From an optimization exercise on the open Yosys and OpenROAD flow, aimed at a short achievable clock period and few clock cycles; shortcuts taken in it are not production practice. The RTL was checked by simulation tests, not by an equivalence proof against the original design. Power is estimated from default activity; no workload was simulated.

==> inputs of 09-24 <==
==> flow/design.v (excerpt) <==
module ftservo_scan (
    input  wire        clk,
    input  wire        rst,
    input  wire        buf_we,
    input  wire [7:0]  buf_addr,
    input  wire [7:0]  buf_wdata,
    input  wire        cmd_valid,
    input  wire        cmd_op,         
    input  wire [7:0]  cmd_xid,
    input  wire        cmd_any,
    input  wire [7:0]  cmd_n,
    output reg         busy,
    output reg         done,
    output reg  [7:0]  res_code,       
    output reg  [31:0] result,
    output reg         pkt_valid,
    output reg  [7:0]  pkt_id,
    output reg  [7:0]  pkt_err,
    output reg  [7:0]  pkt_count,
    output reg  [7:0]  pkt_off
);
    localparam [7:0] RES_SUCCESS   = 8'd0,
                     RES_RXWAITING = 8'd5,
                     RES_RXCORRUPT = 8'd7;
    localparam [7:0] RX_FRAME_MAX = 8'd250;
    localparam [2:0] SC_EMPTY = 3'd0,    
                     SC_FF1   = 3'd1,    
                     SC_FF2   = 3'd2,    
                     SC_ID    = 3'd3,    
                     SC_BODY  = 3'd4;    
    reg [7:0] param_buf [0:255];
    reg       op_q;
    reg [7:0] x_q;
    reg       any_q;
    reg [8:0] n_q;
    reg [8:0] idx;       
    reg [2:0] sc;
    reg [8:0] h;         
    reg [7:0] id_q;
    reg [7:0] len_q;
    reg [7:0] err_q;
  ...
==> flow/config.mk <==
export PLATFORM = sky130hd
export DESIGN_NAME = ftservo_scan
export DESIGN_NICKNAME = ftservo_scan
export VERILOG_FILES = /design/flow/design.v
export SDC_FILE = /design/flow/constraint.sdc
export NUM_CORES = 4
export LEC_CHECK = 0
export ABC_CLOCK_PERIOD_IN_PS = 3000
export CAP_MARGIN = 20
export CORE_MARGIN = 10
export CORE_UTILIZATION = 45
export SETUP_SLACK_MARGIN = 5
export SLEW_MARGIN = 20
==> flow/constraint.sdc <==
create_clock -name core_clock -period 10.0 [get_ports {clk}]
set_input_delay 2.0000 -clock core_clock [delete_from_list [all_inputs] [get_ports {clk}]]
set_output_delay 2.0000 -clock core_clock [all_outputs]
set_load 0.01 [all_outputs]
run.sh (not shown) runs the stock make flow with config.mk's settings and CLKGATE_MAP_FILE= SYNTH_SCRIPT=/design/flow/synth_recipe.tcl, a recipe that flattens the netlist after the stock synthesis.
==> 04-21: changes against 09-24 <==
- ABC_CLOCK_PERIOD_IN_PS: 3000 -> not set
- SETUP_SLACK_MARGIN: 5 -> not set
==> notes <==
Total power: 09-24 is larger than 04-21 (1.3%). In synthesized area, 09-24 and 04-21 do not differ. Of 04-21 and 09-24, 09-24 has the higher routed wire length (gap about 6%, measured against 09-24). In 04-21 the clock skew is lower than in 09-24, by 0.0014 ns. Against 09-24, the combinational power of 04-21 is lower by 21%. In 04-21 the sequential share of layout area is higher than in 09-24, by 2.4 points. Via count: 04-21 is lower than 09-24 (2.9%). Between 09-24 and 04-21, the lower setup slack is in 04-21 (gap 1.8 ns). In 09-24 the utilization is higher than in 04-21, by 1.9 points. Sequential power is about the same in 04-21 and 09-24.
Testbench counts of 09-24, summed over its fixed seeds: cycles 363,724.
Testbench counts of 04-21, summed over its fixed seeds: cycles 363,724.


==> trial 24 <==
ftservo_scan, a different RTL version from the one above (not shown whole).
export LEC_CHECK = 0
export ABC_CLOCK_PERIOD_IN_PS = 2500
export CAP_MARGIN = 20
export CORE_MARGIN = 10
export CORE_UTILIZATION = 40
export SETUP_SLACK_MARGIN = 5
export SLEW_MARGIN = 20
create_clock -name core_clock -period 10.0 [get_ports {clk}]
==> trial 78 (differences from trial 24) <==
ABC_CLOCK_PERIOD_IN_PS = 4000   (was 2500)
CORE_UTILIZATION = 45   (was 40)
==> summary.txt <==
Between trial 78 and trial 24, the lower setup slack is in trial 24 (gap 0.088 ns). In sequential power, trial 24 and trial 78 hardly differ. Sequential share of layout area: trial 24 is lower than trial 78 (0.22 points). In via count, trial 78 and trial 24 hardly differ. Of trial 24 and trial 78, trial 24 has the higher combinational power (gap about 3%, measured against trial 78). In trial 78 the clock skew is higher than in trial 24, by 0.0020 ns. Against trial 24, the utilization of trial 78 is higher by 5.7 points.
Testbench counts of trial 24, summed over its fixed seeds: cycles 111,359.
Testbench counts of trial 78, summed over its fixed seeds: cycles 111,359.

==> what the ideal ports hide <==
Ports are ideal in the flow. The routed layouts listed here were re-timed in OpenROAD.
Step 1 (the two cells are an assumption about what drives the block):
set clk [get_ports {clk}]
set_driving_cell -lib_cell sky130_fd_sc_hd__clkbuf_16 $clk
set_driving_cell -lib_cell sky130_fd_sc_hd__buf_2 [delete_from_list [all_inputs] $clk]
Step 2 moves the port delays by t, midway between the first and last clock arrival at a register: inputs arrive t later, outputs are due t later. That takes back most of the time a late clock gives input paths.
Slacks: no drivers / after step 1 / after step 2; pairs: no drivers / after step 1.
run | t (ns) | setup WS [ns] | worst data-port slew with drivers (ns)
09-24 | 0.934 | 4.862 / 4.862 / 4.110 | 0.12
04-21 | 0.926 | 3.102 / 3.102 / 3.102 | 0.14
trial 24 | 0.938 | 1.402 / 1.402 / 1.402 | 0.15
trial 78 | 0.953 | 1.490 / 1.490 / 1.490 | 0.16
After both steps every run listed still meets setup and hold. The setup slack of 09-24, which loses most, moves by 0.000 ns with the drivers and by -0.752 ns with both steps.
